What follows belongs to an exercise in optimizing a design on an open flow for small area; a production flow would make more cautious choices. In this exercise RTL edits were held to simulation tests only and were not proved equivalent to the original. Power is estimated from default activity; no workload was simulated.

==> wip/delta <==
==> flow/design.v (excerpt) <==
module reefmon_core (
    input  wire        clk,
    input  wire        rst,
    input  wire        ev_valid,
    input  wire [2:0]  ev_type,
    input  wire [7:0]  ev_data,
    output wire        rd_valid,
    output wire [7:0]  rd_data,
    input  wire        clr_err,
    input  wire        en_we,
    input  wire        en_val,
    input  wire        pub_valid,
    input  wire [15:0] pub_raw,
    input  wire [15:0] pub_hum_t,
    input  wire [15:0] pub_hum_h,
    input  wire [15:0] pub_depth,
    output wire        error,
    output wire [63:0] channels,
    input  wire        tick_us,
    input  wire        ow_start,
    input  wire        ow_in,
    output wire        ow_drive_low,
    output wire        ow_busy,
    output wire        ow_done,
    output wire        ow_ok,
    output wire [15:0] ow_raw,
    output wire [7:0]  ow_int,
    output wire [15:0] ow_frac
);
export LEC_CHECK = 0
export CAP_MARGIN = 20
export CORE_MARGIN = 2
export CORE_UTILIZATION = 40
export SLEW_MARGIN = 20
create_clock -name core_clock -period 10.0 [get_ports {clk}]
run.sh (not shown) runs the stock make flow with config.mk's settings and CLKGATE_MAP_FILE= SYNTH_SCRIPT=/design/flow/synth_recipe.tcl, a recipe that flattens the netlist after the stock synthesis.
==> wip/quartz (differences from wip/delta) <==
--- a/flow/design.v
+++ b/flow/design.v
@@ -32,11 +32,10 @@
     reg [7:0]  crc;               
     reg        op_ok;             
     reg [1:0]  op;                
     reg [63:0] sh;                
     reg        enable;
-    reg        snap_zero;         
     reg [15:0] snap_raw, snap_hum_t, snap_hum_h, snap_depth;
     reg [63:0] chan;
     assign channels = chan;
     wire ev_wr = ev_valid && (ev_type == 3'd0);
     wire ev_rx = ev_valid && (ev_type == 3'd1);
@@ -59,23 +58,22 @@
     wire rd_ok     = ev_rd && st_rd && (cnt[2:0] < tx_len);
     wire rd_fail   = ev_rd && !rd_ok;
     wire fail      = rx_ovf || wc_fail || rd_fail;
     wire rd_last   = (cnt[2:0] == tx_len - 3'd1);
     assign rd_data = !st_rd ? 8'hFF : (cnt[2:0] == tx_len) ? crc : sh[7:0];
-    wire [15:0] resp_hi = snap_zero  ? 16'h0000 :
-                          (op == 2'd1) ? snap_raw :
+    wire [15:0] resp_hi = (op == 2'd1) ? snap_raw :
                           (op == 2'd2) ? snap_hum_t : snap_depth;
-    wire [15:0] resp_lo = snap_zero ? 16'h0000 : snap_hum_h;
+    wire [15:0] resp_lo = snap_hum_h;
     wire [7:0] crc_in = st_wr ? ev_data : sh[15:8];
     always @(posedge clk) begin
         if (rst) begin
             st_wr     <= 1'b0;
             st_rd     <= 1'b0;
             enable    <= 1'b1;
             error     <= 1'b0;
             rd_valid  <= 1'b0;
-            snap_zero <= 1'b1;
+            cnt       <= 6'd0;
             chan      <= 64'd0;
         end else begin
             rd_valid <= ev_rd;
             if (wr_start) begin
                 st_wr <= 1'b1;
@@ -102,11 +100,11 @@
                 crc       <= 8'hFF;
                 st_wr     <= 1'b0;
                 st_rd     <= 1'b1;
             end
             if (rd_ok) begin
-                sh  <= {8'h00, sh[63:8]};
+                sh  <= {ev_data, sh[63:8]};
                 cnt <= cnt + 6'd1;
                 if (!rd_last)
                     crc <= pec_step(crc, crc_in);
             end
             if (fail || ev_sp) begin
@@ -117,16 +115,19 @@
                 error <= 1'b1;
             else if (clr_err)
                 error <= 1'b0;
             if (en_we)
                 enable <= en_val;
-            if (pub_valid)
-                snap_zero <= 1'b0;
         end
     end
     always @(posedge clk) begin
-        if (pub_valid) begin
+        if (rst) begin
+            snap_raw   <= 16'h0000;
+            snap_hum_t <= 16'h0000;
+            snap_hum_h <= 16'h0000;
+            snap_depth <= 16'h0000;
+        end else if (pub_valid) begin
             snap_raw   <= pub_raw;
             snap_hum_t <= pub_hum_t;
             snap_hum_h <= pub_hum_h;
             snap_depth <= pub_depth;
         end
@@ -144,38 +145,61 @@
     output reg         ow_ok,
     output wire [15:0] ow_raw,
     output wire [7:0]  ow_int,
     output wire [15:0] ow_frac
 );
-    localparam [2:0] PH_RST1 = 3'b000, PH_RST2 = 3'b001, PH_RST3 = 3'b010,
-                     PH_WR1  = 3'b100, PH_WR2  = 3'b101,
-                     PH_POLL = 3'b110, PH_RDSP = 3'b111;
+    localparam [2:0] PH_RST1 = 3'd0, PH_WR1 = 3'd1, PH_POLL = 3'd2,
+                     PH_RST2 = 3'd3, PH_WR2 = 3'd4, PH_RDSP = 3'd5,
+                     PH_RST3 = 3'd6;
     reg [2:0]  ph;
     reg [5:0]  lo;
     reg [6:0]  n;
     reg        sample;
     reg [7:0]  crc;
     reg [15:0] raw;
-    wire is_rst = !ph[2];
-    wire is_wr  = ph[2] && !ph[1];
-    wire is_rd  = ph[2] && ph[1];
+    wire is_rst = (ph == PH_RST1) || (ph == PH_RST2) || (ph == PH_RST3);
+    wire is_wr  = (ph == PH_WR1) || (ph == PH_WR2);
+    wire is_rd  = (ph == PH_POLL) || (ph == PH_RDSP);
+    wire second = ph[2];           
     wire wr_bit = !n[3] ? n[1] :
-                  !ph[0] ? (n[1] && !n[0]) :
+                  !second ? (n[1] && !n[0]) :
                   !((n[2:0] == 3'd0) || (n[2:0] == 3'd6));
     assign ow_drive_low = ow_busy && (is_rst ? !n[3] :
                                       is_wr  ? (wr_bit ? (lo < 6'd5) : (lo != 6'd59)) :
                                                (lo == 6'd0));
     wire unit_end = tick_us && (lo == 6'd59);
-    wire slot_end = unit_end && (!is_rst || (n[3:0] == 4'd15));
+    wire n15      = (n[3:0] == 4'd15);
+    wire ph_last  = is_rd ? (second ? (n[6] && (n[2:0] == 3'd7)) : sample) : n15;
+    wire ph_end   = unit_end && ph_last;
     wire smp      = tick_us && (is_rst ? (n[3:0] == 4'd8 && lo == 6'd59)
                                        : (is_rd && lo == 6'd14));
     wire crc_fb = crc[0] ^ sample;
     assign ow_raw  = raw;
     assign ow_int  = raw[11:4];
-    assign ow_frac = raw[3:0] * 16'd625;
+    wire [15:0] dec = 16'd1 << raw[3:0];
+    assign ow_frac[0] = |(dec & 16'hAAAA);
+    assign ow_frac[1] = |(dec & 16'hCCCC);
+    assign ow_frac[2] = |(dec & 16'hF0F0);
+    assign ow_frac[3] = |(dec & 16'hFF00);
+    assign ow_frac[4] = |(dec & 16'hAAAA);
+    assign ow_frac[5] = |(dec & 16'h6666);
+    assign ow_frac[6] = |(dec & 16'h1E1E);
+    assign ow_frac[7] = |(dec & 16'hAB54);
+    assign ow_frac[8] = |(dec & 16'h3398);
+    assign ow_frac[9] = |(dec & 16'h694A);
+    assign ow_frac[10] = |(dec & 16'hB26C);
+    assign ow_frac[11] = |(dec & 16'h3C70);
+    assign ow_frac[12] = |(dec & 16'h3F80);
+    assign ow_frac[13] = |(dec & 16'hC000);
+    assign ow_frac[14] = 1'b0;
+    assign ow_frac[15] = 1'b0;
     always @(posedge clk) begin
         if (rst) begin
+            ph      <= PH_RST1;
+            lo      <= 6'd0;
+            n       <= 7'd0;
+            sample  <= 1'b1;
             ow_busy <= 1'b0;
             ow_done <= 1'b0;
             ow_ok   <= 1'b0;
         end else if (ow_start && !ow_busy) begin
             ph      <= PH_RST1;
@@ -186,56 +210,27 @@
             ow_ok   <= 1'b0;
         end else if (ow_busy && tick_us) begin
             if (smp)
                 sample <= ow_in;
             lo <= unit_end ? 6'd0 : lo + 6'd1;
-            if (unit_end && is_rst)
-                n <= n + 7'd1;
-            if (slot_end) begin
-                case (ph)
-                    PH_RST1: begin
-                        n <= 7'd0;
-                        if (sample) begin
-                            ow_busy <= 1'b0;
-                            ow_done <= 1'b1;
-                        end else
-                            ph <= PH_WR1;
-                    end
-                    PH_RST2: begin
-                        n  <= 7'd0;
-                        ph <= PH_WR2;
-                    end
-                    PH_RST3: begin
-                        ow_busy <= 1'b0;
-                        ow_done <= 1'b1;
-                        ow_ok   <= (crc == 8'h00);
-                    end
-                    PH_WR1, PH_WR2: begin
-                        n <= n + 7'd1;
-                        if (n[3:0] == 4'd15) begin
-                            n   <= 7'd0;
-                            crc <= 8'h00;
-                            ph  <= ph[0] ? PH_RDSP : PH_POLL;
-                        end
-                    end
-                    PH_POLL: begin
-                        if (sample) begin
-                            n  <= 7'd0;
-                            ph <= PH_RST2;
-                        end
-                    end
-                    default: begin  
-                        n   <= n + 7'd1;
-                        crc <= {crc_fb, crc[7:5], crc[4:3] ^ {2{crc_fb}}, crc[2:1]};
-                        if (n[6:4] == 3'd0)
-                            raw <= {sample, raw[15:1]};
-                        if (n == 7'd71) begin
-                            n  <= 7'd0;
-                            ph <= PH_RST3;
-                        end
-                    end
-                endcase
+            if (unit_end) begin
+                n <= ph_last ? 7'd0 : n + 7'd1;
+                if (is_wr)
+                    crc <= 8'h00;
+                if (ph == PH_RDSP) begin
+                    crc <= {crc_fb, crc[7:5], crc[4:3] ^ {2{crc_fb}}, crc[2:1]};
+                    if (n[6:4] == 3'd0)
+                        raw <= {sample, raw[15:1]};
+                end
+            end
+            if (ph_end) begin
+                ph <= ph + 3'd1;
+                if ((ph == PH_RST1 && sample) || ph == PH_RST3) begin
+                    ow_busy <= 1'b0;
+                    ow_done <= 1'b1;
+                    ow_ok   <= (ph == PH_RST3) && (crc == 8'h00);
+                end
             end
         end
     end
 endmodule
 module reefmon_core (
==> flow/flow/run.sh (new file) <==
#!/bin/bash
# Layout: the standard flow (standard.sh) with two changes that only
# shrink buffering: the port buffers use the smallest buffer cell, and the
# clock tree uses larger sink clusters of clkbuf_16 and no dummy loads.
set -o pipefail
export BUFFER_PORTS_ARGS="-buffer_cell sky130_fd_sc_hd__buf_1"
export CTS_ARGS="-sink_clustering_enable -repair_clock_nets -dont_use_dummy_load -buf_list sky130_fd_sc_hd__clkbuf_16 -sink_clustering_size 30 -sink_clustering_max_diameter 120"
bash standard.sh > standard.log 2>&1
==> flow/standard.sh (new file) <==
#!/bin/bash
# synth_recipe.tcl (not shown) runs the flow's synth.tcl, then flattens the netlist and writes it again
# the make line also repeats each setting of config.mk as NAME=value (left out here)
make -C /OpenROAD-flow-scripts/flow DESIGN_CONFIG=/design/flow/config.mk WORK_HOME=/design/flow/orfs CLKGATE_MAP_FILE= SYNTH_SCRIPT=/design/flow/synth_recipe.tcl "${@:-finish}"
Settings changed: CORE_UTILIZATION 40 to 60.
removed: flow/run.sh
==> comparison table <==
Result of the run: wip/delta timing/DRC/antenna clean; wip/quartz timing/DRC/antenna clean
Power Combinational: wip/delta 0.000112 W; wip/quartz 0.0000964 W
Number of multi-input combinational cells in the layout: wip/delta 654; wip/quartz 745
Worst max-slew margin expressed relative to the limit: wip/delta 23.2%; wip/quartz 26.3%
Std cell rows: wip/delta 62; wip/quartz 49
Number of flops mapped to enable cells by yosys: wip/delta 186; wip/quartz 99
Most common cell in the synthesized netlist: wip/delta sky130_fd_sc_hd__edfxtp_1; wip/quartz sky130_fd_sc_hd__nand2_1
Final core utilization: wip/delta 51.3%; wip/quartz 67.0%
Clock tree skew after final layout: wip/delta 19.1 ps; wip/quartz 44.5 ps
Metal-1 WL: wip/delta 13200 µm; wip/quartz 11400 µm
Non-clock buffer count: wip/delta 210; wip/quartz 211
Sinks on the clock net: wip/delta 259; wip/quartz 258
Sw Ratio: wip/delta 21.3%; wip/quartz 21.6%
Via count normalized by instance count: wip/delta 5.16; wip/quartz 5.54
Global-route wire length before repair: wip/delta 44700 µm; wip/quartz 39600 µm
Count of cell instances traversed by the critical path: wip/delta 11; wip/quartz 6
Share of cell area taken by flip-flops and latches: wip/delta 47.7%; wip/quartz 51.1%

==> port drivers added, routing unchanged <==
In the flow no input, the clock included, has a driving cell. The finished layouts below were timed again as built, in two steps. Step 1 assumes that a clkbuf_16 drives the clock port and a buf_2 every other input. Step 2 also shifts input and output timing later by t, the mid clock arrival at the registers, as if the neighbouring blocks saw the same clock. a / b / c = no drivers / after step 1 / after step 2; a / b = the first two.
run | shift t [ns] | slack for setup (ns) | hold WS [ns]
wip/delta | 0.577 | 4.118 / 4.070 / 4.648 | 0.448 / 0.448 / 0.448
wip/quartz | 0.520 | 5.625 / 5.578 / 5.203 | 0.413 / 0.413 / 0.413
After both steps every run listed still meets setup and hold. For wip/quartz, which loses most, drivers alone change the setup slack by -0.047 ns; drivers and shift together by -0.422 ns.
